What follows belongs to an exercise in optimizing a design on an open flow for small area, a short achievable clock period and few clock cycles per item; a production flow would make more cautious choices.
Function was checked by simulation only, so behaviour that the tests miss may differ from the original.
Power is estimated from default activity; no workload was simulated.

===== flow/design.v =====
module drum_mixer #(
    parameter N_VOICES       = 8,
    parameter NUM_DRUMS      = 16,
    parameter BUF_SIZE       = 256,
    parameter BASE_THRESHOLD = 100,
    parameter HARDEST_HIT    = 1200
) (
    input  wire        clk,
    input  wire        rst,
    input  wire        cmd_valid,
    output reg         cmd_ready,
    input  wire [47:0] cmd_word,
    input  wire        rf_valid,
    output reg         rf_ready,
    input  wire [15:0] rf_word,
    output reg         rf_done,
    output wire        srom_rd,
    output wire [7:0]  srom_drum,
    output wire [31:0] srom_pos,
    input  wire [15:0] srom_data,
    input  wire [31:0] srom_len,
    output reg         ob_we,
    output reg         ob_buf,
    output reg  [9:0]  ob_idx,
    output reg  [15:0] ob_data,
    output reg         idle,
    output reg         err,
    output wire [7:0]  nactive,
    output wire [31:0] sample_clk
);
    localparam DIV_STEPS = 2;                   
    localparam DIVISOR   = HARDEST_HIT - BASE_THRESHOLD;
    function [31:0] inc32(input [31:0] x);
        reg [31:0] c;
        integer n;
        begin
            c[0]  = 1'b1;
            for (n = 1; n < 16; n = n + 1)
                c[n] = c[n-1] & x[n-1];
            c[16] = &x[15:0];
            for (n = 17; n < 32; n = n + 1)
                c[n] = c[n-1] & x[n-1];
            inc32 = x ^ c;
        end
    endfunction
    reg [7:0]  act;
    reg [3:0]  v_drum [0:7];
    reg [11:0] v_vel  [0:7];
    reg [31:0] v_pos  [0:7];
    reg [7:0]  nz;                   
    reg [7:0]  ge [0:7];             
    reg [3:0]  nact_r;
    reg [31:0] S;                    
    reg        c_go;                 
    reg        c_pend;               
    reg        c_trig;               
    reg        c_init;               
    reg [3:0]  c_cnt;                
    reg [3:0]  c_op;
    reg        c_z0, c_b0, c_idlo;   
    reg [3:0]  c_id;
    reg [15:0] c_l;                  
    reg [10:0] c_r;                  
    reg        c_sat0, c_sat1;
    reg        rq_go;                
    reg        rq_zt;                
    reg        mixing;
    reg        open;                 
    reg [9:0]  left;                 
    reg        cur_b;
    reg [7:0]  done;                 
    reg        r_val, r_rd, r_first, r_emit, r_done, r_b;
    reg [7:0]  r_oh;                 
    reg [3:0]  r_drum;
    reg [31:0] r_pos;
    reg        d_val, d_rd, d_first, d_emit, d_done, d_b;
    reg [7:0]  d_oh;
    reg [2:0]  d_v;
    reg [31:0] d_p1;
    reg        m_val, m_rd, m_first, m_emit, m_done, m_b;
    reg [2:0]  m_v;
    reg [7:0]  m_eq;                 
    reg [15:0] m_data;
    reg [11:0] m_vel;
    reg [18:0] acc_s, acc_c;
    reg        acc_i;
    reg        w_first;              
    assign sample_clk = S;
    assign nactive    = {4'd0, nact_r};
    reg        srom_rd_q;            
    assign srom_rd    = srom_rd_q;
    assign srom_drum  = {4'd0, r_drum};
    assign srom_pos   = r_pos;
    wire cmd_acc = cmd_valid && cmd_ready;
    wire is_nop   = (c_op == 4'd0) && c_z0 && c_idlo && (c_id == 4'd0) &&
                    (c_l == 16'd0) && c_b0;
    wire is_trig  = c_z0 && (c_op == 4'h1) && c_b0;
    wire is_trign = c_z0 && (c_op == 4'h2) && c_b0 && (c_l[15:12] == 4'd0);
    wire cmd_illegal = !(is_nop || is_trig || is_trign);
    wire cmd_alloc   = (is_trig || is_trign) && c_idlo;
    reg [10:0] dv_r;
    reg [11:0] dv_l;
    reg [11:0] dv_t;
    integer ds;
    always @(*) begin
        dv_r = c_r;
        dv_l = c_l[11:0];
        for (ds = 0; ds < DIV_STEPS; ds = ds + 1) begin
            dv_t = {dv_r, dv_l[11]};
            if (dv_t >= DIVISOR) begin
                dv_r = dv_t - DIVISOR;
                dv_l = {dv_l[10:0], 1'b1};
            end else begin
                dv_r = dv_t[10:0];
                dv_l = {dv_l[10:0], 1'b0};
            end
        end
    end
    wire [10:0] y0 = c_l[10:0] - (BASE_THRESHOLD + 1);
    wire        div_busy = c_init || (c_cnt != 4'd0);
    wire [11:0] new_vel = !c_trig ? c_l[11:0] :
                          c_sat0  ? 12'd0 :
                          c_sat1  ? 12'hFFF : c_l[11:0];
    wire rf_acc = rf_valid && rf_ready;
    wire rf_illegal = rq_zt || (left > BUF_SIZE);
    wire rf_run = !rf_illegal && (left != 10'd0);
    wire       kill   = m_rd && (m_eq == 8'hFF);
    wire [7:0] kill_v = kill ? (8'd1 << m_v) : 8'd0;
    wire [7:0] act_e  = act & ~kill_v;
    wire [7:0] infl = r_oh | d_oh;
    wire [7:0] rem  = act_e & ~done;
    wire       samp_end = !open || (rem == 8'd0);
    wire [7:0] cand = (samp_end ? act_e : rem) & ~infl;
    wire [7:0] pick_oh = cand & (~cand + 8'd1);
    wire [2:0] pick = {|pick_oh[7:4], |{pick_oh[7:6], pick_oh[3:2]},
                       |{pick_oh[7], pick_oh[5], pick_oh[3], pick_oh[1]}};
    reg [31:0] pick_pos;
    reg [3:0]  pick_drum;
    integer pi;
    always @(*) begin
        pick_pos  = 32'd0;
        pick_drum = 4'd0;
        for (pi = 0; pi < 8; pi = pi + 1) begin
            pick_pos  = pick_pos  | (v_pos[pi]  & {32{pick_oh[pi]}});
            pick_drum = pick_drum | (v_drum[pi] & {4{pick_oh[pi]}});
        end
    end
    wire f_new   = mixing && samp_end && (left != 10'd0) &&
                   ((cand != 8'd0) || (act_e == 8'd0));
    wire f_rd    = mixing && (cand != 8'd0) && (!samp_end || (left != 10'd0));
    wire f_flush = mixing && samp_end && (left == 10'd0);
    reg [7:0] is_max;
    integer ii, jj;
    always @(*) begin
        for (ii = 0; ii < 8; ii = ii + 1) begin
            is_max[ii] = 1'b1;
            for (jj = 0; jj < 8; jj = jj + 1) begin
                if (jj > ii && !ge[ii][jj]) is_max[ii] = 1'b0;
                if (jj < ii &&  ge[jj][ii]) is_max[ii] = 1'b0;
            end
        end
    end
    wire [7:0] slot_set = (act_e != 8'hFF) ? ~act_e : is_max;
    reg [2:0] slot;
    integer si;
    always @(*) begin
        slot = 3'd0;
        for (si = 7; si >= 0; si = si - 1)
            if (slot_set[si]) slot = si[2:0];
    end
    wire do_exec = c_pend && !div_busy && !mixing && (infl == 8'd0);
    wire c_go_n   = cmd_acc;
    wire c_pend_n = c_go ? cmd_alloc : (c_pend && !do_exec);
    wire rq_go_n  = rf_acc;
    wire mixing_n = (rq_go && rf_run) || (mixing && !f_flush);
    reg [11:0] d_vel;
    integer vi;
    always @(*) begin
        d_vel = 12'd0;
        for (vi = 0; vi < 8; vi = vi + 1)
            d_vel = d_vel | (v_vel[vi] & {12{d_oh[vi]}});
    end
    wire [15:0] s  = m_data;
    wire [11:0] v  = m_vel;
    wire [18:0] as = acc_s & {19{!m_first}};
    wire [18:0] ac = acc_c & {19{!m_first}};
    wire        ai = acc_i & !m_first;
    wire [30:0] tx, ty;
    wire t1 = (s[1] & v[11]) ^ (s[2] & v[10]) ^ (s[3] & v[9]);
    wire t2 = ((s[1] & v[11]) & (s[2] & v[10])) | ((s[1] & v[11]) & (s[3] & v[9])) | ((s[2] & v[10]) & (s[3] & v[9]));
    wire t3 = (s[2] & v[11]) ^ (s[3] & v[10]) ^ (s[4] & v[9]);
    wire t4 = ((s[2] & v[11]) & (s[3] & v[10])) | ((s[2] & v[11]) & (s[4] & v[9])) | ((s[3] & v[10]) & (s[4] & v[9]));
    wire t5 = (s[3] & v[11]) ^ (s[4] & v[10]) ^ (s[5] & v[9]);
    wire t6 = ((s[3] & v[11]) & (s[4] & v[10])) | ((s[3] & v[11]) & (s[5] & v[9])) | ((s[4] & v[10]) & (s[5] & v[9]));
    wire t7 = (s[4] & v[11]) ^ (s[5] & v[10]) ^ (s[6] & v[9]);
    wire t8 = ((s[4] & v[11]) & (s[5] & v[10])) | ((s[4] & v[11]) & (s[6] & v[9])) | ((s[5] & v[10]) & (s[6] & v[9]));
    wire t9 = (s[7] & v[8]) ^ (s[8] & v[7]);
    wire t10 = (s[7] & v[8]) & (s[8] & v[7]);
    wire t11 = (s[5] & v[11]) ^ (s[6] & v[10]) ^ (s[7] & v[9]);
    wire t12 = ((s[5] & v[11]) & (s[6] & v[10])) | ((s[5] & v[11]) & (s[7] & v[9])) | ((s[6] & v[10]) & (s[7] & v[9]));
    wire t13 = (s[0] & v[9]) ^ (s[1] & v[8]);
    wire t14 = (s[0] & v[9]) & (s[1] & v[8]);
    wire t15 = (s[0] & v[10]) ^ (s[1] & v[9]) ^ (s[2] & v[8]);
    wire t16 = ((s[0] & v[10]) & (s[1] & v[9])) | ((s[0] & v[10]) & (s[2] & v[8])) | ((s[1] & v[9]) & (s[2] & v[8]));
    wire t17 = (s[3] & v[7]) ^ (s[4] & v[6]);
    wire t18 = (s[3] & v[7]) & (s[4] & v[6]);
    wire t19 = (s[0] & v[11]) ^ (s[1] & v[10]) ^ (s[2] & v[9]);
    wire t20 = ((s[0] & v[11]) & (s[1] & v[10])) | ((s[0] & v[11]) & (s[2] & v[9])) | ((s[1] & v[10]) & (s[2] & v[9]));
    wire t21 = (s[3] & v[8]) ^ (s[4] & v[7]) ^ (s[5] & v[6]);
    wire t22 = ((s[3] & v[8]) & (s[4] & v[7])) | ((s[3] & v[8]) & (s[5] & v[6])) | ((s[4] & v[7]) & (s[5] & v[6]));
    wire t23 = (s[6] & v[5]) ^ (s[7] & v[4]);
    wire t24 = (s[6] & v[5]) & (s[7] & v[4]);
    wire t25 = (s[4] & v[8]) ^ (s[5] & v[7]) ^ (s[6] & v[6]);
    wire t26 = ((s[4] & v[8]) & (s[5] & v[7])) | ((s[4] & v[8]) & (s[6] & v[6])) | ((s[5] & v[7]) & (s[6] & v[6]));
    wire t27 = (s[7] & v[5]) ^ (s[8] & v[4]) ^ (s[9] & v[3]);
    wire t28 = ((s[7] & v[5]) & (s[8] & v[4])) | ((s[7] & v[5]) & (s[9] & v[3])) | ((s[8] & v[4]) & (s[9] & v[3]));
    wire t29 = (s[10] & v[2]) ^ (s[11] & v[1]) ^ (s[12] & v[0]);
    wire t30 = ((s[10] & v[2]) & (s[11] & v[1])) | ((s[10] & v[2]) & (s[12] & v[0])) | ((s[11] & v[1]) & (s[12] & v[0]));
    wire t31 = as[0] ^ ac[0];
    wire t32 = as[0] & ac[0];
    wire t33 = (s[5] & v[8]) ^ (s[6] & v[7]) ^ (s[7] & v[6]);
    wire t34 = ((s[5] & v[8]) & (s[6] & v[7])) | ((s[5] & v[8]) & (s[7] & v[6])) | ((s[6] & v[7]) & (s[7] & v[6]));
    wire t35 = (s[8] & v[5]) ^ (s[9] & v[4]) ^ (s[10] & v[3]);
    wire t36 = ((s[8] & v[5]) & (s[9] & v[4])) | ((s[8] & v[5]) & (s[10] & v[3])) | ((s[9] & v[4]) & (s[10] & v[3]));
    wire t37 = (s[11] & v[2]) ^ (s[12] & v[1]) ^ (s[13] & v[0]);
    wire t38 = ((s[11] & v[2]) & (s[12] & v[1])) | ((s[11] & v[2]) & (s[13] & v[0])) | ((s[12] & v[1]) & (s[13] & v[0]));
    wire t39 = as[1] ^ ac[1] ^ t2;
    wire t40 = (as[1] & ac[1]) | (as[1] & t2) | (ac[1] & t2);
    wire t41 = (s[6] & v[8]) ^ (s[7] & v[7]) ^ (s[8] & v[6]);
    wire t42 = ((s[6] & v[8]) & (s[7] & v[7])) | ((s[6] & v[8]) & (s[8] & v[6])) | ((s[7] & v[7]) & (s[8] & v[6]));
    wire t43 = (s[9] & v[5]) ^ (s[10] & v[4]) ^ (s[11] & v[3]);
    wire t44 = ((s[9] & v[5]) & (s[10] & v[4])) | ((s[9] & v[5]) & (s[11] & v[3])) | ((s[10] & v[4]) & (s[11] & v[3]));
    wire t45 = (s[12] & v[2]) ^ (s[13] & v[1]) ^ (s[14] & v[0]);
    wire t46 = ((s[12] & v[2]) & (s[13] & v[1])) | ((s[12] & v[2]) & (s[14] & v[0])) | ((s[13] & v[1]) & (s[14] & v[0]));
    wire t47 = as[2] ^ ac[2] ^ t4;
    wire t48 = (as[2] & ac[2]) | (as[2] & t4) | (ac[2] & t4);
    wire t49 = (s[9] & v[6]) ^ (s[10] & v[5]) ^ (s[11] & v[4]);
    wire t50 = ((s[9] & v[6]) & (s[10] & v[5])) | ((s[9] & v[6]) & (s[11] & v[4])) | ((s[10] & v[5]) & (s[11] & v[4]));
    wire t51 = (s[12] & v[3]) ^ (s[13] & v[2]) ^ (s[14] & v[1]);
    wire t52 = ((s[12] & v[3]) & (s[13] & v[2])) | ((s[12] & v[3]) & (s[14] & v[1])) | ((s[13] & v[2]) & (s[14] & v[1]));
    wire t53 = ~(s[15] & v[0]) ^ 1'b1 ^ as[3];
    wire t54 = (~(s[15] & v[0]) & 1'b1) | (~(s[15] & v[0]) & as[3]) | (1'b1 & as[3]);
    wire t55 = ac[3] ^ t6 ^ t7;
    wire t56 = (ac[3] & t6) | (ac[3] & t7) | (t6 & t7);
    wire t57 = (s[8] & v[8]) ^ (s[9] & v[7]) ^ (s[10] & v[6]);
    wire t58 = ((s[8] & v[8]) & (s[9] & v[7])) | ((s[8] & v[8]) & (s[10] & v[6])) | ((s[9] & v[7]) & (s[10] & v[6]));
    wire t59 = (s[11] & v[5]) ^ (s[12] & v[4]) ^ (s[13] & v[3]);
    wire t60 = ((s[11] & v[5]) & (s[12] & v[4])) | ((s[11] & v[5]) & (s[13] & v[3])) | ((s[12] & v[4]) & (s[13] & v[3]));
    wire t61 = (s[14] & v[2]) ^ ~(s[15] & v[1]) ^ as[4];
    wire t62 = ((s[14] & v[2]) & ~(s[15] & v[1])) | ((s[14] & v[2]) & as[4]) | (~(s[15] & v[1]) & as[4]);
    wire t63 = ac[4] ^ t8 ^ t10;
    wire t64 = (ac[4] & t8) | (ac[4] & t10) | (t8 & t10);
    wire t65 = (s[6] & v[11]) ^ (s[7] & v[10]) ^ (s[8] & v[9]);
    wire t66 = ((s[6] & v[11]) & (s[7] & v[10])) | ((s[6] & v[11]) & (s[8] & v[9])) | ((s[7] & v[10]) & (s[8] & v[9]));
    wire t67 = (s[9] & v[8]) ^ (s[10] & v[7]) ^ (s[11] & v[6]);
    wire t68 = ((s[9] & v[8]) & (s[10] & v[7])) | ((s[9] & v[8]) & (s[11] & v[6])) | ((s[10] & v[7]) & (s[11] & v[6]));
    wire t69 = (s[12] & v[5]) ^ (s[13] & v[4]) ^ (s[14] & v[3]);
    wire t70 = ((s[12] & v[5]) & (s[13] & v[4])) | ((s[12] & v[5]) & (s[14] & v[3])) | ((s[13] & v[4]) & (s[14] & v[3]));
    wire t71 = ~(s[15] & v[2]) ^ as[5] ^ ac[5];
    wire t72 = (~(s[15] & v[2]) & as[5]) | (~(s[15] & v[2]) & ac[5]) | (as[5] & ac[5]);
    wire t73 = (s[7] & v[11]) ^ (s[8] & v[10]) ^ (s[9] & v[9]);
    wire t74 = ((s[7] & v[11]) & (s[8] & v[10])) | ((s[7] & v[11]) & (s[9] & v[9])) | ((s[8] & v[10]) & (s[9] & v[9]));
    wire t75 = (s[10] & v[8]) ^ (s[11] & v[7]) ^ (s[12] & v[6]);
    wire t76 = ((s[10] & v[8]) & (s[11] & v[7])) | ((s[10] & v[8]) & (s[12] & v[6])) | ((s[11] & v[7]) & (s[12] & v[6]));
    wire t77 = (s[13] & v[5]) ^ (s[14] & v[4]) ^ ~(s[15] & v[3]);
    wire t78 = ((s[13] & v[5]) & (s[14] & v[4])) | ((s[13] & v[5]) & ~(s[15] & v[3])) | ((s[14] & v[4]) & ~(s[15] & v[3]));
    wire t79 = (s[8] & v[11]) ^ (s[9] & v[10]) ^ (s[10] & v[9]);
    wire t80 = ((s[8] & v[11]) & (s[9] & v[10])) | ((s[8] & v[11]) & (s[10] & v[9])) | ((s[9] & v[10]) & (s[10] & v[9]));
    wire t81 = (s[11] & v[8]) ^ (s[12] & v[7]) ^ (s[13] & v[6]);
    wire t82 = ((s[11] & v[8]) & (s[12] & v[7])) | ((s[11] & v[8]) & (s[13] & v[6])) | ((s[12] & v[7]) & (s[13] & v[6]));
    wire t83 = (s[9] & v[11]) ^ (s[10] & v[10]) ^ (s[11] & v[9]);
    wire t84 = ((s[9] & v[11]) & (s[10] & v[10])) | ((s[9] & v[11]) & (s[11] & v[9])) | ((s[10] & v[10]) & (s[11] & v[9]));
    wire t85 = (s[0] & v[6]) ^ (s[1] & v[5]);
    wire t86 = (s[0] & v[6]) & (s[1] & v[5]);
    wire t87 = (s[0] & v[7]) ^ (s[1] & v[6]) ^ (s[2] & v[5]);
    wire t88 = ((s[0] & v[7]) & (s[1] & v[6])) | ((s[0] & v[7]) & (s[2] & v[5])) | ((s[1] & v[6]) & (s[2] & v[5]));
    wire t89 = (s[3] & v[4]) ^ (s[4] & v[3]);
    wire t90 = (s[3] & v[4]) & (s[4] & v[3]);
    wire t91 = (s[0] & v[8]) ^ (s[1] & v[7]) ^ (s[2] & v[6]);
    wire t92 = ((s[0] & v[8]) & (s[1] & v[7])) | ((s[0] & v[8]) & (s[2] & v[6])) | ((s[1] & v[7]) & (s[2] & v[6]));
    wire t93 = (s[3] & v[5]) ^ (s[4] & v[4]) ^ (s[5] & v[3]);
    wire t94 = ((s[3] & v[5]) & (s[4] & v[4])) | ((s[3] & v[5]) & (s[5] & v[3])) | ((s[4] & v[4]) & (s[5] & v[3]));
    wire t95 = (s[6] & v[2]) ^ (s[7] & v[1]);
    wire t96 = (s[6] & v[2]) & (s[7] & v[1]);
    wire t97 = (s[2] & v[7]) ^ (s[3] & v[6]) ^ (s[4] & v[5]);
    wire t98 = ((s[2] & v[7]) & (s[3] & v[6])) | ((s[2] & v[7]) & (s[4] & v[5])) | ((s[3] & v[6]) & (s[4] & v[5]));
    wire t99 = (s[5] & v[4]) ^ (s[6] & v[3]) ^ (s[7] & v[2]);
    wire t100 = ((s[5] & v[4]) & (s[6] & v[3])) | ((s[5] & v[4]) & (s[7] & v[2])) | ((s[6] & v[3]) & (s[7] & v[2]));
    wire t101 = (s[8] & v[1]) ^ (s[9] & v[0]) ^ t13;
    wire t102 = ((s[8] & v[1]) & (s[9] & v[0])) | ((s[8] & v[1]) & t13) | ((s[9] & v[0]) & t13);
    wire t103 = (s[5] & v[5]) ^ (s[6] & v[4]) ^ (s[7] & v[3]);
    wire t104 = ((s[5] & v[5]) & (s[6] & v[4])) | ((s[5] & v[5]) & (s[7] & v[3])) | ((s[6] & v[4]) & (s[7] & v[3]));
    wire t105 = (s[8] & v[2]) ^ (s[9] & v[1]) ^ (s[10] & v[0]);
    wire t106 = ((s[8] & v[2]) & (s[9] & v[1])) | ((s[8] & v[2]) & (s[10] & v[0])) | ((s[9] & v[1]) & (s[10] & v[0]));
    wire t107 = t14 ^ t15 ^ t17;
    wire t108 = (t14 & t15) | (t14 & t17) | (t15 & t17);
    wire t109 = (s[8] & v[3]) ^ (s[9] & v[2]) ^ (s[10] & v[1]);
    wire t110 = ((s[8] & v[3]) & (s[9] & v[2])) | ((s[8] & v[3]) & (s[10] & v[1])) | ((s[9] & v[2]) & (s[10] & v[1]));
    wire t111 = (s[11] & v[0]) ^ t16 ^ t18;
    wire t112 = ((s[11] & v[0]) & t16) | ((s[11] & v[0]) & t18) | (t16 & t18);
    wire t113 = t19 ^ t21 ^ t23;
    wire t114 = (t19 & t21) | (t19 & t23) | (t21 & t23);
    wire t115 = ai ^ t1 ^ t20;
    wire t116 = (ai & t1) | (ai & t20) | (t1 & t20);
    wire t117 = t22 ^ t24 ^ t25;
    wire t118 = (t22 & t24) | (t22 & t25) | (t24 & t25);
    wire t119 = t27 ^ t29 ^ t31;
    wire t120 = (t27 & t29) | (t27 & t31) | (t29 & t31);
    wire t121 = t3 ^ t26 ^ t28;
    wire t122 = (t3 & t26) | (t3 & t28) | (t26 & t28);
    wire t123 = t30 ^ t32 ^ t33;
    wire t124 = (t30 & t32) | (t30 & t33) | (t32 & t33);
    wire t125 = t35 ^ t37 ^ t39;
    wire t126 = (t35 & t37) | (t35 & t39) | (t37 & t39);
    wire t127 = t5 ^ t34 ^ t36;
    wire t128 = (t5 & t34) | (t5 & t36) | (t34 & t36);
    wire t129 = t38 ^ t40 ^ t41;
    wire t130 = (t38 & t40) | (t38 & t41) | (t40 & t41);
    wire t131 = t43 ^ t45 ^ t47;
    wire t132 = (t43 & t45) | (t43 & t47) | (t45 & t47);
    wire t133 = t9 ^ t42 ^ t44;
    wire t134 = (t9 & t42) | (t9 & t44) | (t42 & t44);
    wire t135 = t46 ^ t48 ^ t49;
    wire t136 = (t46 & t48) | (t46 & t49) | (t48 & t49);
    wire t137 = t51 ^ t53 ^ t55;
    wire t138 = (t51 & t53) | (t51 & t55) | (t53 & t55);
    wire t139 = t11 ^ t50 ^ t52;
    wire t140 = (t11 & t50) | (t11 & t52) | (t50 & t52);
    wire t141 = t54 ^ t56 ^ t57;
    wire t142 = (t54 & t56) | (t54 & t57) | (t56 & t57);
    wire t143 = t59 ^ t61 ^ t63;
    wire t144 = (t59 & t61) | (t59 & t63) | (t61 & t63);
    wire t145 = t12 ^ t58 ^ t60;
    wire t146 = (t12 & t58) | (t12 & t60) | (t58 & t60);
    wire t147 = t62 ^ t64 ^ t65;
    wire t148 = (t62 & t64) | (t62 & t65) | (t64 & t65);
    wire t149 = t67 ^ t69 ^ t71;
    wire t150 = (t67 & t69) | (t67 & t71) | (t69 & t71);
    wire t151 = as[6] ^ ac[6] ^ t66;
    wire t152 = (as[6] & ac[6]) | (as[6] & t66) | (ac[6] & t66);
    wire t153 = t68 ^ t70 ^ t72;
    wire t154 = (t68 & t70) | (t68 & t72) | (t70 & t72);
    wire t155 = t73 ^ t75 ^ t77;
    wire t156 = (t73 & t75) | (t73 & t77) | (t75 & t77);
    wire t157 = (s[14] & v[5]) ^ ~(s[15] & v[4]) ^ as[7];
    wire t158 = ((s[14] & v[5]) & ~(s[15] & v[4])) | ((s[14] & v[5]) & as[7]) | (~(s[15] & v[4]) & as[7]);
    wire t159 = ac[7] ^ t74 ^ t76;
    wire t160 = (ac[7] & t74) | (ac[7] & t76) | (t74 & t76);
    wire t161 = t78 ^ t79 ^ t81;
    wire t162 = (t78 & t79) | (t78 & t81) | (t79 & t81);
    wire t163 = (s[12] & v[8]) ^ (s[13] & v[7]) ^ (s[14] & v[6]);
    wire t164 = ((s[12] & v[8]) & (s[13] & v[7])) | ((s[12] & v[8]) & (s[14] & v[6])) | ((s[13] & v[7]) & (s[14] & v[6]));
    wire t165 = ~(s[15] & v[5]) ^ as[8] ^ ac[8];
    wire t166 = (~(s[15] & v[5]) & as[8]) | (~(s[15] & v[5]) & ac[8]) | (as[8] & ac[8]);
    wire t167 = t80 ^ t82 ^ t83;
    wire t168 = (t80 & t82) | (t80 & t83) | (t82 & t83);
    wire t169 = (s[10] & v[11]) ^ (s[11] & v[10]) ^ (s[12] & v[9]);
    wire t170 = ((s[10] & v[11]) & (s[11] & v[10])) | ((s[10] & v[11]) & (s[12] & v[9])) | ((s[11] & v[10]) & (s[12] & v[9]));
    wire t171 = (s[13] & v[8]) ^ (s[14] & v[7]) ^ ~(s[15] & v[6]);
    wire t172 = ((s[13] & v[8]) & (s[14] & v[7])) | ((s[13] & v[8]) & ~(s[15] & v[6])) | ((s[14] & v[7]) & ~(s[15] & v[6]));
    wire t173 = as[9] ^ ac[9] ^ t84;
    wire t174 = (as[9] & ac[9]) | (as[9] & t84) | (ac[9] & t84);
    wire t175 = (s[11] & v[11]) ^ (s[12] & v[10]) ^ (s[13] & v[9]);
    wire t176 = ((s[11] & v[11]) & (s[12] & v[10])) | ((s[11] & v[11]) & (s[13] & v[9])) | ((s[12] & v[10]) & (s[13] & v[9]));
    wire t177 = (s[14] & v[8]) ^ ~(s[15] & v[7]) ^ as[10];
    wire t178 = ((s[14] & v[8]) & ~(s[15] & v[7])) | ((s[14] & v[8]) & as[10]) | (~(s[15] & v[7]) & as[10]);
    wire t179 = (s[12] & v[11]) ^ (s[13] & v[10]) ^ (s[14] & v[9]);
    wire t180 = ((s[12] & v[11]) & (s[13] & v[10])) | ((s[12] & v[11]) & (s[14] & v[9])) | ((s[13] & v[10]) & (s[14] & v[9]));
    wire t181 = (s[0] & v[4]) ^ (s[1] & v[3]);
    wire t182 = (s[0] & v[4]) & (s[1] & v[3]);
    wire t183 = (s[0] & v[5]) ^ (s[1] & v[4]) ^ (s[2] & v[3]);
    wire t184 = ((s[0] & v[5]) & (s[1] & v[4])) | ((s[0] & v[5]) & (s[2] & v[3])) | ((s[1] & v[4]) & (s[2] & v[3]));
    wire t185 = (s[3] & v[2]) ^ (s[4] & v[1]);
    wire t186 = (s[3] & v[2]) & (s[4] & v[1]);
    wire t187 = (s[2] & v[4]) ^ (s[3] & v[3]) ^ (s[4] & v[2]);
    wire t188 = ((s[2] & v[4]) & (s[3] & v[3])) | ((s[2] & v[4]) & (s[4] & v[2])) | ((s[3] & v[3]) & (s[4] & v[2]));
    wire t189 = (s[5] & v[1]) ^ (s[6] & v[0]) ^ t85;
    wire t190 = ((s[5] & v[1]) & (s[6] & v[0])) | ((s[5] & v[1]) & t85) | ((s[6] & v[0]) & t85);
    wire t191 = (s[5] & v[2]) ^ (s[6] & v[1]) ^ (s[7] & v[0]);
    wire t192 = ((s[5] & v[2]) & (s[6] & v[1])) | ((s[5] & v[2]) & (s[7] & v[0])) | ((s[6] & v[1]) & (s[7] & v[0]));
    wire t193 = t86 ^ t87 ^ t89;
    wire t194 = (t86 & t87) | (t86 & t89) | (t87 & t89);
    wire t195 = (s[8] & v[0]) ^ t88 ^ t90;
    wire t196 = ((s[8] & v[0]) & t88) | ((s[8] & v[0]) & t90) | (t88 & t90);
    wire t197 = t91 ^ t93 ^ t95;
    wire t198 = (t91 & t93) | (t91 & t95) | (t93 & t95);
    wire t199 = t92 ^ t94 ^ t96;
    wire t200 = (t92 & t94) | (t92 & t96) | (t94 & t96);
    wire t201 = t97 ^ t99 ^ t101;
    wire t202 = (t97 & t99) | (t97 & t101) | (t99 & t101);
    wire t203 = t98 ^ t100 ^ t102;
    wire t204 = (t98 & t100) | (t98 & t102) | (t100 & t102);
    wire t205 = t103 ^ t105 ^ t107;
    wire t206 = (t103 & t105) | (t103 & t107) | (t105 & t107);
    wire t207 = t104 ^ t106 ^ t108;
    wire t208 = (t104 & t106) | (t104 & t108) | (t106 & t108);
    wire t209 = t109 ^ t111 ^ t113;
    wire t210 = (t109 & t111) | (t109 & t113) | (t111 & t113);
    wire t211 = t110 ^ t112 ^ t114;
    wire t212 = (t110 & t112) | (t110 & t114) | (t112 & t114);
    wire t213 = t115 ^ t117 ^ t119;
    wire t214 = (t115 & t117) | (t115 & t119) | (t117 & t119);
    wire t215 = t116 ^ t118 ^ t120;
    wire t216 = (t116 & t118) | (t116 & t120) | (t118 & t120);
    wire t217 = t121 ^ t123 ^ t125;
    wire t218 = (t121 & t123) | (t121 & t125) | (t123 & t125);
    wire t219 = t122 ^ t124 ^ t126;
    wire t220 = (t122 & t124) | (t122 & t126) | (t124 & t126);
    wire t221 = t127 ^ t129 ^ t131;
    wire t222 = (t127 & t129) | (t127 & t131) | (t129 & t131);
    wire t223 = t128 ^ t130 ^ t132;
    wire t224 = (t128 & t130) | (t128 & t132) | (t130 & t132);
    wire t225 = t133 ^ t135 ^ t137;
    wire t226 = (t133 & t135) | (t133 & t137) | (t135 & t137);
    wire t227 = t134 ^ t136 ^ t138;
    wire t228 = (t134 & t136) | (t134 & t138) | (t136 & t138);
    wire t229 = t139 ^ t141 ^ t143;
    wire t230 = (t139 & t141) | (t139 & t143) | (t141 & t143);
    wire t231 = t140 ^ t142 ^ t144;
    wire t232 = (t140 & t142) | (t140 & t144) | (t142 & t144);
    wire t233 = t145 ^ t147 ^ t149;
    wire t234 = (t145 & t147) | (t145 & t149) | (t147 & t149);
    wire t235 = t146 ^ t148 ^ t150;
    wire t236 = (t146 & t148) | (t146 & t150) | (t148 & t150);
    wire t237 = t151 ^ t153 ^ t155;
    wire t238 = (t151 & t153) | (t151 & t155) | (t153 & t155);
    wire t239 = t152 ^ t154 ^ t156;
    wire t240 = (t152 & t154) | (t152 & t156) | (t154 & t156);
    wire t241 = t157 ^ t159 ^ t161;
    wire t242 = (t157 & t159) | (t157 & t161) | (t159 & t161);
    wire t243 = t158 ^ t160 ^ t162;
    wire t244 = (t158 & t160) | (t158 & t162) | (t160 & t162);
    wire t245 = t163 ^ t165 ^ t167;
    wire t246 = (t163 & t165) | (t163 & t167) | (t165 & t167);
    wire t247 = t164 ^ t166 ^ t168;
    wire t248 = (t164 & t166) | (t164 & t168) | (t166 & t168);
    wire t249 = t169 ^ t171 ^ t173;
    wire t250 = (t169 & t171) | (t169 & t173) | (t171 & t173);
    wire t251 = ac[10] ^ t170 ^ t172;
    wire t252 = (ac[10] & t170) | (ac[10] & t172) | (t170 & t172);
    wire t253 = t174 ^ t175 ^ t177;
    wire t254 = (t174 & t175) | (t174 & t177) | (t175 & t177);
    wire t255 = ~(s[15] & v[8]) ^ as[11] ^ ac[11];
    wire t256 = (~(s[15] & v[8]) & as[11]) | (~(s[15] & v[8]) & ac[11]) | (as[11] & ac[11]);
    wire t257 = t176 ^ t178 ^ t179;
    wire t258 = (t176 & t178) | (t176 & t179) | (t178 & t179);
    wire t259 = (s[13] & v[11]) ^ (s[14] & v[10]) ^ ~(s[15] & v[9]);
    wire t260 = ((s[13] & v[11]) & (s[14] & v[10])) | ((s[13] & v[11]) & ~(s[15] & v[9])) | ((s[14] & v[10]) & ~(s[15] & v[9]));
    wire t261 = as[12] ^ ac[12] ^ t180;
    wire t262 = (as[12] & ac[12]) | (as[12] & t180) | (ac[12] & t180);
    wire t263 = (s[14] & v[11]) ^ ~(s[15] & v[10]) ^ as[13];
    wire t264 = ((s[14] & v[11]) & ~(s[15] & v[10])) | ((s[14] & v[11]) & as[13]) | (~(s[15] & v[10]) & as[13]);
    wire t265 = (s[0] & v[3]) ^ (s[1] & v[2]);
    wire t266 = (s[0] & v[3]) & (s[1] & v[2]);
    wire t267 = (s[2] & v[2]) ^ (s[3] & v[1]) ^ (s[4] & v[0]);
    wire t268 = ((s[2] & v[2]) & (s[3] & v[1])) | ((s[2] & v[2]) & (s[4] & v[0])) | ((s[3] & v[1]) & (s[4] & v[0]));
    wire t269 = (s[5] & v[0]) ^ t182 ^ t183;
    wire t270 = ((s[5] & v[0]) & t182) | ((s[5] & v[0]) & t183) | (t182 & t183);
    wire t271 = t184 ^ t186 ^ t187;
    wire t272 = (t184 & t186) | (t184 & t187) | (t186 & t187);
    wire t273 = t188 ^ t190 ^ t191;
    wire t274 = (t188 & t190) | (t188 & t191) | (t190 & t191);
    wire t275 = t192 ^ t194 ^ t195;
    wire t276 = (t192 & t194) | (t192 & t195) | (t194 & t195);
    wire t277 = t196 ^ t198 ^ t199;
    wire t278 = (t196 & t198) | (t196 & t199) | (t198 & t199);
    wire t279 = t200 ^ t202 ^ t203;
    wire t280 = (t200 & t202) | (t200 & t203) | (t202 & t203);
    wire t281 = t204 ^ t206 ^ t207;
    wire t282 = (t204 & t206) | (t204 & t207) | (t206 & t207);
    wire t283 = t208 ^ t210 ^ t211;
    wire t284 = (t208 & t210) | (t208 & t211) | (t210 & t211);
    wire t285 = t212 ^ t214 ^ t215;
    wire t286 = (t212 & t214) | (t212 & t215) | (t214 & t215);
    wire t287 = t216 ^ t218 ^ t219;
    wire t288 = (t216 & t218) | (t216 & t219) | (t218 & t219);
    wire t289 = t220 ^ t222 ^ t223;
    wire t290 = (t220 & t222) | (t220 & t223) | (t222 & t223);
    wire t291 = t224 ^ t226 ^ t227;
    wire t292 = (t224 & t226) | (t224 & t227) | (t226 & t227);
    wire t293 = t228 ^ t230 ^ t231;
    wire t294 = (t228 & t230) | (t228 & t231) | (t230 & t231);
    wire t295 = t232 ^ t234 ^ t235;
    wire t296 = (t232 & t234) | (t232 & t235) | (t234 & t235);
    wire t297 = t236 ^ t238 ^ t239;
    wire t298 = (t236 & t238) | (t236 & t239) | (t238 & t239);
    wire t299 = t240 ^ t242 ^ t243;
    wire t300 = (t240 & t242) | (t240 & t243) | (t242 & t243);
    wire t301 = t244 ^ t246 ^ t247;
    wire t302 = (t244 & t246) | (t244 & t247) | (t246 & t247);
    wire t303 = t248 ^ t250 ^ t251;
    wire t304 = (t248 & t250) | (t248 & t251) | (t250 & t251);
    wire t305 = t252 ^ t254 ^ t255;
    wire t306 = (t252 & t254) | (t252 & t255) | (t254 & t255);
    wire t307 = t256 ^ t258 ^ t259;
    wire t308 = (t256 & t258) | (t256 & t259) | (t258 & t259);
    wire t309 = ac[13] ^ t260 ^ t262;
    wire t310 = (ac[13] & t260) | (ac[13] & t262) | (t260 & t262);
    wire t311 = ~(s[15] & v[11]) ^ as[14] ^ ac[14];
    wire t312 = (~(s[15] & v[11]) & as[14]) | (~(s[15] & v[11]) & ac[14]) | (as[14] & ac[14]);
    wire t313 = 1'b1 ^ as[15];
    wire t314 = 1'b1 & as[15];
    wire t315 = 1'b1 ^ as[16];
    wire t316 = 1'b1 & as[16];
    wire t317 = 1'b1 ^ as[17];
    wire t318 = 1'b1 & as[17];
    wire t319 = 1'b1 ^ as[18];
    wire t320 = 1'b1 & as[18];
    wire t321 = (s[0] & v[2]) ^ (s[1] & v[1]);
    wire t322 = (s[0] & v[2]) & (s[1] & v[1]);
    wire t323 = (s[2] & v[1]) ^ (s[3] & v[0]) ^ t265;
    wire t324 = ((s[2] & v[1]) & (s[3] & v[0])) | ((s[2] & v[1]) & t265) | ((s[3] & v[0]) & t265);
    wire t325 = t181 ^ t266 ^ t267;
    wire t326 = (t181 & t266) | (t181 & t267) | (t266 & t267);
    wire t327 = t185 ^ t268 ^ t269;
    wire t328 = (t185 & t268) | (t185 & t269) | (t268 & t269);
    wire t329 = t189 ^ t270 ^ t271;
    wire t330 = (t189 & t270) | (t189 & t271) | (t270 & t271);
    wire t331 = t193 ^ t272 ^ t273;
    wire t332 = (t193 & t272) | (t193 & t273) | (t272 & t273);
    wire t333 = t197 ^ t274 ^ t275;
    wire t334 = (t197 & t274) | (t197 & t275) | (t274 & t275);
    wire t335 = t201 ^ t276 ^ t277;
    wire t336 = (t201 & t276) | (t201 & t277) | (t276 & t277);
    wire t337 = t205 ^ t278 ^ t279;
    wire t338 = (t205 & t278) | (t205 & t279) | (t278 & t279);
    wire t339 = t209 ^ t280 ^ t281;
    wire t340 = (t209 & t280) | (t209 & t281) | (t280 & t281);
    wire t341 = t213 ^ t282 ^ t283;
    wire t342 = (t213 & t282) | (t213 & t283) | (t282 & t283);
    wire t343 = t217 ^ t284 ^ t285;
    wire t344 = (t217 & t284) | (t217 & t285) | (t284 & t285);
    wire t345 = t221 ^ t286 ^ t287;
    wire t346 = (t221 & t286) | (t221 & t287) | (t286 & t287);
    wire t347 = t225 ^ t288 ^ t289;
    wire t348 = (t225 & t288) | (t225 & t289) | (t288 & t289);
    wire t349 = t229 ^ t290 ^ t291;
    wire t350 = (t229 & t290) | (t229 & t291) | (t290 & t291);
    wire t351 = t233 ^ t292 ^ t293;
    wire t352 = (t233 & t292) | (t233 & t293) | (t292 & t293);
    wire t353 = t237 ^ t294 ^ t295;
    wire t354 = (t237 & t294) | (t237 & t295) | (t294 & t295);
    wire t355 = t241 ^ t296 ^ t297;
    wire t356 = (t241 & t296) | (t241 & t297) | (t296 & t297);
    wire t357 = t245 ^ t298 ^ t299;
    wire t358 = (t245 & t298) | (t245 & t299) | (t298 & t299);
    wire t359 = t249 ^ t300 ^ t301;
    wire t360 = (t249 & t300) | (t249 & t301) | (t300 & t301);
    wire t361 = t253 ^ t302 ^ t303;
    wire t362 = (t253 & t302) | (t253 & t303) | (t302 & t303);
    wire t363 = t257 ^ t304 ^ t305;
    wire t364 = (t257 & t304) | (t257 & t305) | (t304 & t305);
    wire t365 = t261 ^ t306 ^ t307;
    wire t366 = (t261 & t306) | (t261 & t307) | (t306 & t307);
    wire t367 = t263 ^ t308 ^ t309;
    wire t368 = (t263 & t308) | (t263 & t309) | (t308 & t309);
    wire t369 = t264 ^ t310 ^ t311;
    wire t370 = (t264 & t310) | (t264 & t311) | (t310 & t311);
    wire t371 = ac[15] ^ t312 ^ t313;
    wire t372 = (ac[15] & t312) | (ac[15] & t313) | (t312 & t313);
    wire t373 = ac[16] ^ t314 ^ t315;
    wire t374 = (ac[16] & t314) | (ac[16] & t315) | (t314 & t315);
    wire t375 = ac[17] ^ t316 ^ t317;
    wire t376 = (ac[17] & t316) | (ac[17] & t317) | (t316 & t317);
    wire t377 = ac[18] ^ t318 ^ t319;
    wire t378 = (ac[18] & t318) | (ac[18] & t319) | (t318 & t319);
    assign tx[0] = (s[0] & v[0]);
    assign ty[0] = 1'b0;
    assign tx[1] = (s[0] & v[1]);
    assign ty[1] = (s[1] & v[0]);
    assign tx[2] = (s[2] & v[0]);
    assign ty[2] = t321;
    assign tx[3] = t322;
    assign ty[3] = t323;
    assign tx[4] = t324;
    assign ty[4] = t325;
    assign tx[5] = t326;
    assign ty[5] = t327;
    assign tx[6] = t328;
    assign ty[6] = t329;
    assign tx[7] = t330;
    assign ty[7] = t331;
    assign tx[8] = t332;
    assign ty[8] = t333;
    assign tx[9] = t334;
    assign ty[9] = t335;
    assign tx[10] = t336;
    assign ty[10] = t337;
    assign tx[11] = t338;
    assign ty[11] = t339;
    assign tx[12] = t340;
    assign ty[12] = t341;
    assign tx[13] = t342;
    assign ty[13] = t343;
    assign tx[14] = t344;
    assign ty[14] = t345;
    assign tx[15] = t346;
    assign ty[15] = t347;
    assign tx[16] = t348;
    assign ty[16] = t349;
    assign tx[17] = t350;
    assign ty[17] = t351;
    assign tx[18] = t352;
    assign ty[18] = t353;
    assign tx[19] = t354;
    assign ty[19] = t355;
    assign tx[20] = t356;
    assign ty[20] = t357;
    assign tx[21] = t358;
    assign ty[21] = t359;
    assign tx[22] = t360;
    assign ty[22] = t361;
    assign tx[23] = t362;
    assign ty[23] = t363;
    assign tx[24] = t364;
    assign ty[24] = t365;
    assign tx[25] = t366;
    assign ty[25] = t367;
    assign tx[26] = t368;
    assign ty[26] = t369;
    assign tx[27] = t370;
    assign ty[27] = t371;
    assign tx[28] = t372;
    assign ty[28] = t373;
    assign tx[29] = t374;
    assign ty[29] = t375;
    assign tx[30] = t376;
    assign ty[30] = t377;
    wire        lo_c = ({1'b0, tx[11:0]} + {1'b0, ty[11:0]}) >> 12;
    wire [19:0] acc_w = {acc_s, 1'b1} + {acc_c, acc_i};
    wire [18:0] acc   = acc_w[19:1];
    wire        sat_hi  = !acc[18] && (acc[17:11] != 7'h00);
    wire        sat_lo  =  acc[18] && (acc[17:11] != 7'h7F);
    wire [11:0] mix     = sat_hi ? 12'h7FF : sat_lo ? 12'h800 : acc[11:0];
    always @(posedge clk) begin
        if (rst) begin
            cmd_ready <= 1'b1;
            rf_ready  <= 1'b1;
            c_go      <= 1'b0;
            c_pend    <= 1'b0;
            c_init    <= 1'b0;
            c_cnt     <= 4'd0;
            rq_go     <= 1'b0;
            mixing    <= 1'b0;
            err       <= 1'b0;
            S         <= 32'd0;
            act       <= 8'd0;
            r_val     <= 1'b0;
            r_rd      <= 1'b0;
            srom_rd_q <= 1'b0;
            r_oh      <= 8'd0;
            d_val     <= 1'b0;
            d_rd      <= 1'b0;
            d_oh      <= 8'd0;
            m_val     <= 1'b0;
            ob_we     <= 1'b0;
            rf_done   <= 1'b0;
            w_first   <= 1'b1;
            idle      <= 1'b0;
        end else begin
            cmd_ready <= !c_pend_n && !c_go_n;
            rf_ready  <= !mixing_n && !c_pend_n && !c_go_n && !rq_go_n;
            c_go      <= c_go_n;
            c_pend    <= c_pend_n;
            rq_go     <= rq_go_n;
            mixing    <= mixing_n;
            if ((c_go && cmd_illegal) || (rq_go && rf_illegal))
                err <= 1'b1;
            if (c_go) begin
                c_init <= cmd_alloc && is_trig;
            end else if (c_init) begin
                c_init <= 1'b0;
                c_cnt  <= 4'd12 / DIV_STEPS;
            end else if (c_cnt != 4'd0) begin
                c_cnt  <= c_cnt - 4'd1;
            end
            if (f_new)
                S <= inc32(S);
            act <= act_e;
            if (do_exec)
                act[slot] <= 1'b1;
            r_val   <= f_new || f_rd || f_flush || (rq_go && !rf_run);
            r_rd    <= f_rd;
            srom_rd_q <= f_rd;
            r_oh    <= f_rd ? pick_oh : 8'd0;
            d_val   <= r_val;
            d_rd    <= r_rd;
            d_oh    <= r_oh;
            m_val   <= d_val;
            ob_we   <= m_val && m_emit;
            rf_done <= m_val && m_done;
            if (m_val && m_emit)
                w_first <= 1'b0;
            if (m_val && m_done)
                w_first <= 1'b1;
            idle <= !mixing && !c_pend && !c_go && !rq_go && !r_val && !d_val &&
                    !m_val && !cmd_acc && !rf_acc;
        end
    end
    integer q;
    always @(posedge clk) begin
        if (cmd_ready) begin
            c_op   <= cmd_word[47:44];
            c_z0   <= (cmd_word[43:40] == 4'd0);
            c_idlo <= (cmd_word[39:36] == 4'd0);
            c_id   <= cmd_word[35:32];
            c_b0   <= (cmd_word[15:0] == 16'd0);
        end
        if (c_init) begin
            c_sat0 <= (c_l <= BASE_THRESHOLD);
            c_sat1 <= (c_l >= HARDEST_HIT);
            c_r    <= y0;
        end else if (c_cnt != 4'd0) begin
            c_r    <= dv_r;
        end
        if (c_init)
            c_l    <= {4'd0, 1'b1, ~y0};
        else if (c_cnt != 4'd0)
            c_l    <= {4'd0, dv_l};
        else if (cmd_ready)
            c_l    <= cmd_word[31:16];
        if (c_go)
            c_trig <= is_trig;
        if (rf_ready) begin
            left  <= rf_word[9:0];
            rq_zt <= (rf_word[14:10] != 5'd0);
            cur_b <= rf_word[15];
        end
        if (rq_go)
            open <= 1'b0;
        if (f_new) begin
            open <= 1'b1;
            left <= left - 10'd1;
            done <= 8'd0;
        end
        if (f_rd) begin
            if (!samp_end) done <= done | pick_oh;
            else           done <= pick_oh;
        end
        nz <= nz | d_oh;
        for (q = 0; q < 8; q = q + 1)
            if ((do_exec && slot == q) || d_oh[q])
                v_pos[q] <= d_rd ? d_p1 : 32'd0;
        if (do_exec) begin
            nz[slot]     <= 1'b0;
            v_drum[slot] <= c_id;
            v_vel[slot]  <= new_vel;
            for (q = 0; q < 8; q = q + 1) begin
                if (q < slot) ge[q][slot] <= 1'b1;
                if (q > slot) ge[slot][q] <= !nz[q];
            end
        end
        nact_r <= act[0] + act[1] + act[2] + act[3] + act[4] + act[5] + act[6] + act[7];
        r_first <= f_new;
        r_emit  <= (f_new && open) || f_flush;
        r_done  <= f_flush || (rq_go && !rf_run);
        r_b     <= cur_b;
        r_drum  <= pick_drum;
        r_pos   <= pick_pos;
        d_first <= r_first;
        d_emit  <= r_emit;
        d_done  <= r_done;
        d_b     <= r_b;
        d_v     <= {|r_oh[7:4], |{r_oh[7:6], r_oh[3:2]},
                    |{r_oh[7], r_oh[5], r_oh[3], r_oh[1]}};
        d_p1    <= inc32(r_pos);
        m_rd    <= d_rd;
        m_first <= d_val && d_first;
        m_vel   <= d_rd ? d_vel : 12'd0;
        m_emit  <= d_emit;
        m_done  <= d_done;
        m_b     <= d_b;
        m_v     <= d_v;
        m_data  <= srom_data;
        for (q = 0; q < 8; q = q + 1)
            m_eq[q] <= (srom_len[4*q +: 4] == d_p1[4*q +: 4]);
        acc_s   <= tx[30:12];
        acc_c   <= ty[30:12];
        acc_i   <= lo_c;
        ob_buf  <= m_b;
        ob_data <= {4'b0011, ~mix[11], mix[10:0]};
        if (m_val && m_emit)
            ob_idx <= w_first ? 10'd0 : inc32({22'd0, ob_idx});
    end
endmodule

===== flow/flow/run.sh =====
#!/bin/bash
# The standard layout, with the port buffers made from buf_2 cells instead of
# the flow's default (a slow delay buffer).  Everything else is standard.sh.
set -euo pipefail
bash standard.sh "BUFFER_PORTS_ARGS=-buffer_cell sky130_fd_sc_hd__buf_2" finish > make_finish.log 2>&1

===== flow/standard.sh =====
#!/bin/bash
# synth_recipe.tcl (not shown) runs the flow's synth.tcl, then flattens the netlist and writes it again
# the make line also repeats each setting of config.mk as NAME=value (left out here)
make -C /OpenROAD-flow-scripts/flow DESIGN_CONFIG=/design/flow/config.mk WORK_HOME=/design/flow/orfs CLKGATE_MAP_FILE= SYNTH_SCRIPT=/design/flow/synth_recipe.tcl "${@:-finish}"

===== flow/config.mk =====
export PLATFORM = sky130hd
export DESIGN_NAME = drum_mixer
export DESIGN_NICKNAME = drum_mixer
export VERILOG_FILES = /design/flow/design.v
export SDC_FILE = /design/flow/constraint.sdc
export NUM_CORES = 4
export LEC_CHECK = 0
export CAP_MARGIN = 20
export CORE_MARGIN = 2
export CORE_UTILIZATION = 60
export CTS_BUF_LIST = sky130_fd_sc_hd__clkbuf_8
export SLEW_MARGIN = 20

===== flow/constraint.sdc =====
create_clock -name core_clock -period 26.0 [get_ports {clk}]
set_input_delay 5.2000 -clock core_clock [delete_from_list [all_inputs] [get_ports {clk}]]
set_output_delay 5.2000 -clock core_clock [all_outputs]
set_load 0.01 [all_outputs]

==> impl_metrics.toml, run 1 <==
[status]
status = "complete, no violations"

[critical_path]
critPathBufInv = 1
critical-path-top-delay-family = "flip-flops"
path_cells = "buf_2"
cp_max_fo = 5
path_depth = 1
cp-end-kind = "output pin"
slowest_delay_ps = 440
worstPathRequired_ps = 20800
worst-setup-path-type = "reg -> out"
worst_setup_path_start_kind = "register"
cpMaxStageDelayCell = "dfxtp_1"
cp.arrival_ps = 1340
r2r_cells = 10

[place]
gp_congestion = 0.878
port_buffers = 217
dp_slack_ps = 19000
place_area_um2 = 37100
hpwl_um = 54800
placedCellCount = 3720

[yosys]
synthCells = 2838
synth_seq_cells = 747
avgSynthCellArea_um2 = 12.4
synthArstFlopShare = 0
yosysUniqueCellTypes = 84
netlist_area_um2 = 35300
yosysSeqAreaShare = 0.559
synth_edf_count = 478
synth_ff_type = "edfxtp_1"
ys_warn_count = 2

[clock_network]
clockBufferDepth = 3
insertion_delay_ps = 730
ctsHoldBuffers = 0
post_cts_resized = 0
post-cts-setup-buffers = 0
htreeDepth = 3
cts_buffers = 116
root_buffer = "clkbuf_8"
clock-sinks = 747
cts.clk_slew.worst_paths_ps = 60
cts_tree = "yes"

[timing]
period_needed_ps = 6540
slew_headroom = 0.303
setup_ws_ps = 19460
fmax_ghz = 0.153
fin_crit_sh = 0.252
timing.setup.tns_ps = 0
hold_violations = 0
setup_violations = 0
whs_ps = 326
finClkSkew_ps = 31.2
rsz0062_at_grt = "false"
worst_pin_slew_ps = 1050
slew_violations = 0

[detailed_routing]
ant_nets = 0
drt-pass1-iter-count = 7
drc = 0
drt_wl_total_um = 84200
routedWlPerCell_um = 21.3
viasPerCell = 5.85
vias = 23100
drt_first_iter_violations = 1784

[finish]
finish.utilization = 0.681
multi_input_area_um2 = 14100
fillCellCount = 4312
regArea_um2 = 19700
finalNonFillerCells = 3944
drive_above_1_share = 0.142
stdcell_area_um2 = 39500
syn_to_final_growth_pct = 11.7
fin_nets = 3486

[pwr]
power.leakage_nw = 16.2
finalPower_mw = 3.01
p_per_area_nw_per_um2 = 76.4
max-vdd-ir-drop_mv = 0.105

[global_routing]
grt_pass1_vias = 23600
grt_max_degree = 66
groute.usage.overall = 0.281
grt_pass1_wl_um = 131000
grt_antenna_before_repair = 5
grt_overflow = 0

[floorplanning]
ioPinCount = 230
fp.dieArea_um2 = 60800
die_w_um = 247
start_util = 0.610
die_h_um = 247
std_cell_rows = 88
core_area_um2 = 57900

[min_path]
hp-class = "reg -> reg"
hold_depth = 0

[flow_run]
cap_violations = 0
cell usage in the layout (no fill, tap or decap), types with 36 or more instances in the layout:
| master | instances |
|---|---|
| edfxtp_1 | 478 |
| inv_1 | 324 |
| dfxtp_1 | 267 |
| buf_2 | 217 |
| nand2_1 | 189 |
| and2_1 | 180 |
| fa_1 | 176 |
| nor2_1 | 150 |
| clkbuf_8 | 138 |
| ha_1 | 121 |
| a21oi_1 | 79 |
| xor2_1 | 59 |
| a22oi_1 | 52 |
| o21ai_0 | 49 |
| mux2i_1 | 46 |
| o211ai_1 | 42 |
| nor2b_1 | 40 |
| a221oi_1 | 38 |
| a222oi_1 | 37 |
| a2bb2oi_1 | 36 |
synth_stat cells, types with 6 or more instances:
library cell | number | area (um2)
and2_1 | 180 | 1130
mux2_1 | 10 | 113
and3_1 | 9 | 56.3
o211ai_1 | 42 | 315
nand3_1 | 24 | 120
o21a_1 | 25 | 188
nand2_1 | 189 | 709
inv_1 | 268 | 1010
a222oi_1 | 37 | 370
clkbuf_1 | 103 | 387
a41oi_1 | 12 | 105
a221oi_1 | 38 | 333
or2_2 | 7 | 43.8
o21ai_0 | 49 | 245
nor2_1 | 152 | 571
xor2_1 | 59 | 517
nor4_1 | 29 | 181
mux2i_1 | 46 | 460
o22ai_1 | 6 | 37.5
fa_1 | 176 | 3520
buf_4 | 15 | 113
or4_1 | 12 | 90.1
ha_1 | 121 | 1510
a211oi_1 | 6 | 45.0
nor2b_1 | 40 | 250
nor3_1 | 31 | 155
a21oi_1 | 80 | 400
xnor2_1 | 21 | 184
a21o_1 | 14 | 105
a22oi_1 | 52 | 390
o41ai_2 | 7 | 114
a31oi_1 | 6 | 37.5
o41ai_1 | 6 | 52.6
nand2b_1 | 39 | 244
dfxtp_1 | 269 | 5390
nand4_1 | 23 | 144
edfxtp_1 | 478 | 14400
buf_2 | 15 | 75.1
or3_1 | 9 | 56.3
a2bb2oi_1 | 36 | 315
o21ai_1 | 7 | 35.0
routing by layer:
metal  track usage  wire length (um)  up-vias
met4        0.0838              1820        2
met2         0.462             40800      802
met5             0                13        -
met1         0.384             35800    11600
met3        0.0508              5760      139
li1              -                 -    10500
state kept, by name, indices dropped and copies added, names as in the netlist, 16 cells and up:
register,flops
m_data,16
ge,28
r_pos,32
acc_c,19
S,32
v_drum,32
c_l,16
acc_s,19
v_pos,256
v_vel,96
d_p1,32
cell type report:
cell class                 count  area share
inverter                     270      0.0257
timing repair buffer         245      0.0329
sequential                   747       0.500
clock inverter                84      0.0119
multi-input combinational   1693       0.357
antenna                        2    0.000127
tap                          765      0.0243
clock buffer                 138      0.0481
path summary, 6_finish.rpt:
check,startpoint,to,slack (ps)
max reg2reg,m_eq[2]$_DFF_P_,left[4]$_DFFE_PP_,20540
min reg2reg,d_v[0]$_DFF_P_,m_v[0]$_DFF_P_,330
max,rf_ready$_SDFF_PP1_,rf_ready,19460
min,d_v[0]$_DFF_P_,m_v[0]$_DFF_P_,330
power breakdown:
group          leakage (nW)  internal [mW]  switching [mW]  total, mW
registers              6.88           1.36          0.0639       1.42
logic                  7.89          0.252           0.362      0.613
clock network          1.43          0.522           0.457      0.979
total                  16.2           2.13           0.883       3.01
logic make-up after synthesis:
family,share of synthesized area
mux,0.0175
xor+xnor,0.0198
simple gates,0.114
other cells,0.000213
fa+ha+maj,0.143
flops,0.559
buf+inv,0.0464
compound gates,0.100
Testbench counts, summed over its fixed seeds: cycles 129,290, items 24,576.
==> inputs of run 2 (changes only) <==
--- a/flow/design.v
+++ b/flow/design.v
@@ -64,8 +64,8 @@
     reg        c_sat0, c_sat1;
     reg        rq_go;                
-    reg        rq_zt;                
+    reg        rq_ill;               
     reg        mixing;
     reg        open;                 
-    reg [9:0]  left;                 
+    reg [8:0]  left;                 
     reg        cur_b;
     reg [7:0]  done;                 
@@ -123,6 +123,6 @@
                           c_sat1  ? 12'hFFF : c_l[11:0];
     wire rf_acc = rf_valid && rf_ready;
-    wire rf_illegal = rq_zt || (left > BUF_SIZE);
-    wire rf_run = !rf_illegal && (left != 10'd0);
+    wire rw_ill = (rf_word[14:10] != 5'd0) || (rf_word[9:0] > BUF_SIZE);
+    wire rw_run = !rw_ill && (rf_word[9:0] != 10'd0);
     wire       kill   = m_rd && (m_eq == 8'hFF);
     wire [7:0] kill_v = kill ? (8'd1 << m_v) : 8'd0;
@@ -146,8 +146,8 @@
         end
     end
-    wire f_new   = mixing && samp_end && (left != 10'd0) &&
+    wire f_new   = mixing && samp_end && (left != 9'd0) &&
                    ((cand != 8'd0) || (act_e == 8'd0));
-    wire f_rd    = mixing && (cand != 8'd0) && (!samp_end || (left != 10'd0));
-    wire f_flush = mixing && samp_end && (left == 10'd0);
+    wire f_rd    = mixing && (cand != 8'd0) && (!samp_end || (left != 9'd0));
+    wire f_flush = mixing && samp_end && (left == 9'd0);
     reg [7:0] is_max;
     integer ii, jj;
@@ -172,6 +172,8 @@
     wire c_go_n   = cmd_acc;
     wire c_pend_n = c_go ? cmd_alloc : (c_pend && !do_exec);
-    wire rq_go_n  = rf_acc;
-    wire mixing_n = (rq_go && rf_run) || (mixing && !f_flush);
+    wire rq_go_n  = rf_acc && !rw_run;
+    wire mixing_n = (rf_acc && rw_run) || (mixing && !f_flush);
+    wire cnt_z_n  = !(c_go && cmd_alloc && is_trig) && !c_init && (c_cnt <= 4'd1);
+    wire exec_n   = c_pend_n && cnt_z_n && !mixing && !mixing_n && !r_rd;
     reg [11:0] d_vel;
     integer vi;
@@ -659,11 +661,11 @@
             idle      <= 1'b0;
         end else begin
-            cmd_ready <= !c_pend_n && !c_go_n;
-            rf_ready  <= !mixing_n && !c_pend_n && !c_go_n && !rq_go_n;
+            cmd_ready <= !c_go_n && (!c_pend_n || exec_n);
+            rf_ready  <= !mixing_n && !c_go_n && !rq_go_n && (!c_pend_n || exec_n);
             c_go      <= c_go_n;
             c_pend    <= c_pend_n;
             rq_go     <= rq_go_n;
             mixing    <= mixing_n;
-            if ((c_go && cmd_illegal) || (rq_go && rf_illegal))
+            if ((c_go && cmd_illegal) || (rq_go && rq_ill))
                 err <= 1'b1;
             if (c_go) begin
@@ -680,5 +682,5 @@
             if (do_exec)
                 act[slot] <= 1'b1;
-            r_val   <= f_new || f_rd || f_flush || (rq_go && !rf_run);
+            r_val   <= f_new || f_rd || f_flush || rq_go;
             r_rd    <= f_rd;
             srom_rd_q <= f_rd;
@@ -723,13 +725,13 @@
             c_trig <= is_trig;
         if (rf_ready) begin
-            left  <= rf_word[9:0];
-            rq_zt <= (rf_word[14:10] != 5'd0);
+            left   <= rf_word[8:0];
+            rq_ill <= rw_ill;
             cur_b <= rf_word[15];
         end
-        if (rq_go)
+        if (rf_ready)
             open <= 1'b0;
         if (f_new) begin
             open <= 1'b1;
-            left <= left - 10'd1;
+            left <= left - 9'd1;
             done <= 8'd0;
         end
@@ -754,5 +756,5 @@
         r_first <= f_new;
         r_emit  <= (f_new && open) || f_flush;
-        r_done  <= f_flush || (rq_go && !rf_run);
+        r_done  <= f_flush || rq_go;
         r_b     <= cur_b;
         r_drum  <= pick_drum;
==> run 2 against run 1 <==
Sequential share of layout area fell by 0.74 points. Flip-flop and latch count decreased by 1. Routed wire length up 1.4%. Count of clock-buffer cells in the layout rose by 6. Power rose by 0.31%. Area after synthesis increased by 1.4%. Global-route usage decreased by 0.13 points. Die area up 1.4%. Critical path type unchanged.
==> impl_metrics.toml, run 2 <==
[critical_path]
worst_setup_path_start_kind = "register"
slowest_delay_ps = 310
reg2reg_slack_ps = 20800
timing.rr.end = "left[3]$_DFFE_PP_"
worst-setup-path-type = "reg -> out"
r2r_cells = 11
cp.arrival_ps = 1530
cp_max_fo = 19
timing.rr.start = "m_eq[5]$_DFF_P_"
critPathBufInv = 2
setup.worst_path.start = "cmd_ready$_SDFF_PP1_"
critical-path-top-delay-family = "buffers and inverters"
cpMaxStageDelayCell = "dfxtp_1"
cp-end-kind = "output pin"
worstPathRequired_ps = 20800
path_cells = "buf_4 > buf_2"

[place]
dp_slack_ps = 18920
port_buffers = 217
placedCellCount = 3774
hpwl_um = 54800
gp_congestion = 0.898

[detailed_routing]
drt_wl_total_um = 85300
viasPerCell = 5.85
routedWlPerCell_um = 21.4
drc = 0
drt-pass1-iter-count = 6
drt_first_iter_violations = 1798
vias = 23400
ant_nets = 0

[global_routing]
grt_max_degree = 107
groute.usage.overall = 0.279
grt_use_met2 = 0.474
top_usage_layer = "met2"
grt_pass1_wl_um = 132000
grt_pass1_vias = 24000
gr-usage-met3 = 0.0408
met1_usage = 0.373
grt_antenna_before_repair = 1
grt_overflow = 0

[timing]
period_needed_ps = 6730
setup_ws_ps = 19270
hold_violations = 0
slew_violations = 0
rsz0062_at_grt = "false"
finClkSkew_ps = 53.3
fin_crit_sh = 0.259
slew_headroom = 0.284
setup_violations = 0
timing.setup.tns_ps = 0
fmax_ghz = 0.149
worst_pin_slew_ps = 1070

[yosys]
synth_common_cells = "edfxtp_1, dfxtp_1, inv_1"
ys_warn_count = 2
synthMostInstantiatedCell = "edfxtp_1"
netlist_area_um2 = 35800
synth_top_cell_area_share = 0.400
synthCells = 2898
synth_edf_count = 477
synth_ff_type = "edfxtp_1"
yosys.area.top_type = "edfxtp_1"
synth_seq_cells = 746
yosysUniqueCellTypes = 92
synthTopCellsByArea = "edfxtp_1, dfxtp_1, fa_1"
yosysSeqAreaShare = 0.550
avgSynthCellArea_um2 = 12.4
synthArstFlopShare = 0

[finish]
finalNonFillerCells = 3996
fillCellCount = 4408
regMostFlops = "v_pos"
syn_to_final_growth_pct = 11.6
layout_common_cells = "edfxtp_1, inv_1, dfxtp_1"
top_regs = "v_pos (256), v_vel (96)"
fin_nets = 3534
largest_register_ffs = 256
finish.utilization = 0.678
drive_above_1_share = 0.143
final_common_cell = "edfxtp_1"

[floorplanning]
core_area_um2 = 59000
start_util = 0.607
die_h_um = 248
ioPinCount = 230
fp.dieArea_um2 = 61700
die_w_um = 248
std_cell_rows = 89

[min_path]
min_to = "m_v[1]$_DFF_P_"
min-delay-start = "d_v[1]$_DFF_P_"
hp-class = "reg -> reg"
hold_depth = 0

[pwr]
max-vdd-ir-drop_mv = 0.0844
p_per_area_nw_per_um2 = 75.6
power.leakage_nw = 16.4

[clock_network]
ctsHoldBuffers = 0
post-cts-setup-buffers = 0
cts.clk_slew.worst_paths_ps = 60
clockBufferDepth = 3
clock-sinks = 746
cts_tree = "yes"
insertion_delay_ps = 770
post_cts_resized = 0
cts_buffers = 116
root_buffer = "clkbuf_8"
htreeDepth = 3

[flow_run]
cap_violations = 0

[status]
status = "complete, no violations"
run 2: changes by cell type after synthesis, sizes merged, moves of 41 or more:
cell,delta
a22oi,+68
nand2b,+57
inv,-44
nand2,-41
run 2: through the flow:
stage                     hold WS, ps  total power [mW]  instance area (um2)
final                             327              3.02                40000
after global routing              331              3.19                40000
after CTS                         327              3.04                40000
after detailed placement          314              2.05                37500
after global placement            310              2.02                37500
after floorplan                   310              1.89                35900
run 2: kinds of logic after synthesis:
| kind of cell | share of synthesized area |
|---|---|
| flops | 0.550 |
| other cells | 0.000210 |
| simple gates | 0.127 |
| fa+ha+maj | 0.141 |
| xor+xnor | 0.0191 |
| mux | 0.0151 |
| buf+inv | 0.0432 |
| compound gates | 0.105 |
run 2: layout make-up:
type	instances	area (um2)	share of cell area
flip-flops and latches	746	19700	0.493
well taps	773	967	0.0242
repair buffers	250	1330	0.0334
inverters	227	853	0.0213
clock inverters	75	458	0.0115
clock buffers	144	1980	0.0496
diodes	2	5.00	0.000125
multi-input cells	1779	14700	0.367
run 2: worst max path at each step:
| stage | endpoint | slack, ps | cells after the start |
|---|---|---|---|
| final | cmd_ready | 19270 | 2 |
| after floorplan | rf_ready$_SDFF_PP1_ | 19230 | 8 |
| after global placement | rf_ready$_SDFF_PP1_ | 18930 | 10 |
| after CTS | cmd_ready | 19200 | 2 |
| after global routing | cmd_ready | 19150 | 2 |
| after detailed placement | rf_ready$_SDFF_PP1_ | 18920 | 10 |
run 2: power by group:
| group | switching, mW | total, mW | internal [mW] |
|---|---|---|---|
| sequential | 0.0631 | 1.42 | 1.36 |
| clock | 0.467 | 0.993 | 0.526 |
| combinational | 0.353 | 0.611 | 0.257 |
| total | 0.883 | 3.02 | 2.14 |
run 2: worst reg2reg max path: cells and delay by family (launching register included):
family	cells	cell delay, ps
simple gates	4	1500
compound gates	4	1500
buf+inv	2	1110
flops	1	400
mux	1	400
run 2: layer usage:
metal | routed length (um) | share of wire
met5 | 0 | 0
met4 | 2320 | 0.027
met3 | 4590 | 0.054
met2 | 42100 | 0.49
met1 | 36300 | 0.43
Testbench counts of run 2, summed over its fixed seeds: cycles 128,467, items 24,576.

==> port drivers added, routing unchanged <==
The flow's constraints put no driver on any port. The routed layouts listed below were extracted and timed again, unchanged, in two steps. Step 1 sets driving cells, clkbuf_16 on the clock port and buf_2 on the other inputs (assumed; they add their load-dependent delay and slew). Step 2 times the ports against the registers' clock, not the clock port: input delays grow and output delays shrink by t, the midpoint of the rising clock arrivals with the driver on. Slacks: ideal ports / drivers / drivers and shift; pairs: ideal ports / drivers.
run	t, ns	slack for setup (ns)	worst register clock-pin slew, ns	cell pins on the clock port's net
run 1	0.767	19.456 / 19.401 / 19.030	0.07 / 0.07	1
run 2	0.798	19.269 / 19.205 / 18.940	0.07 / 0.07	1
After both steps every run listed still meets setup and hold. The setup slack of run 1, which loses most, moves by -0.055 ns with the drivers and by -0.426 ns with both steps.
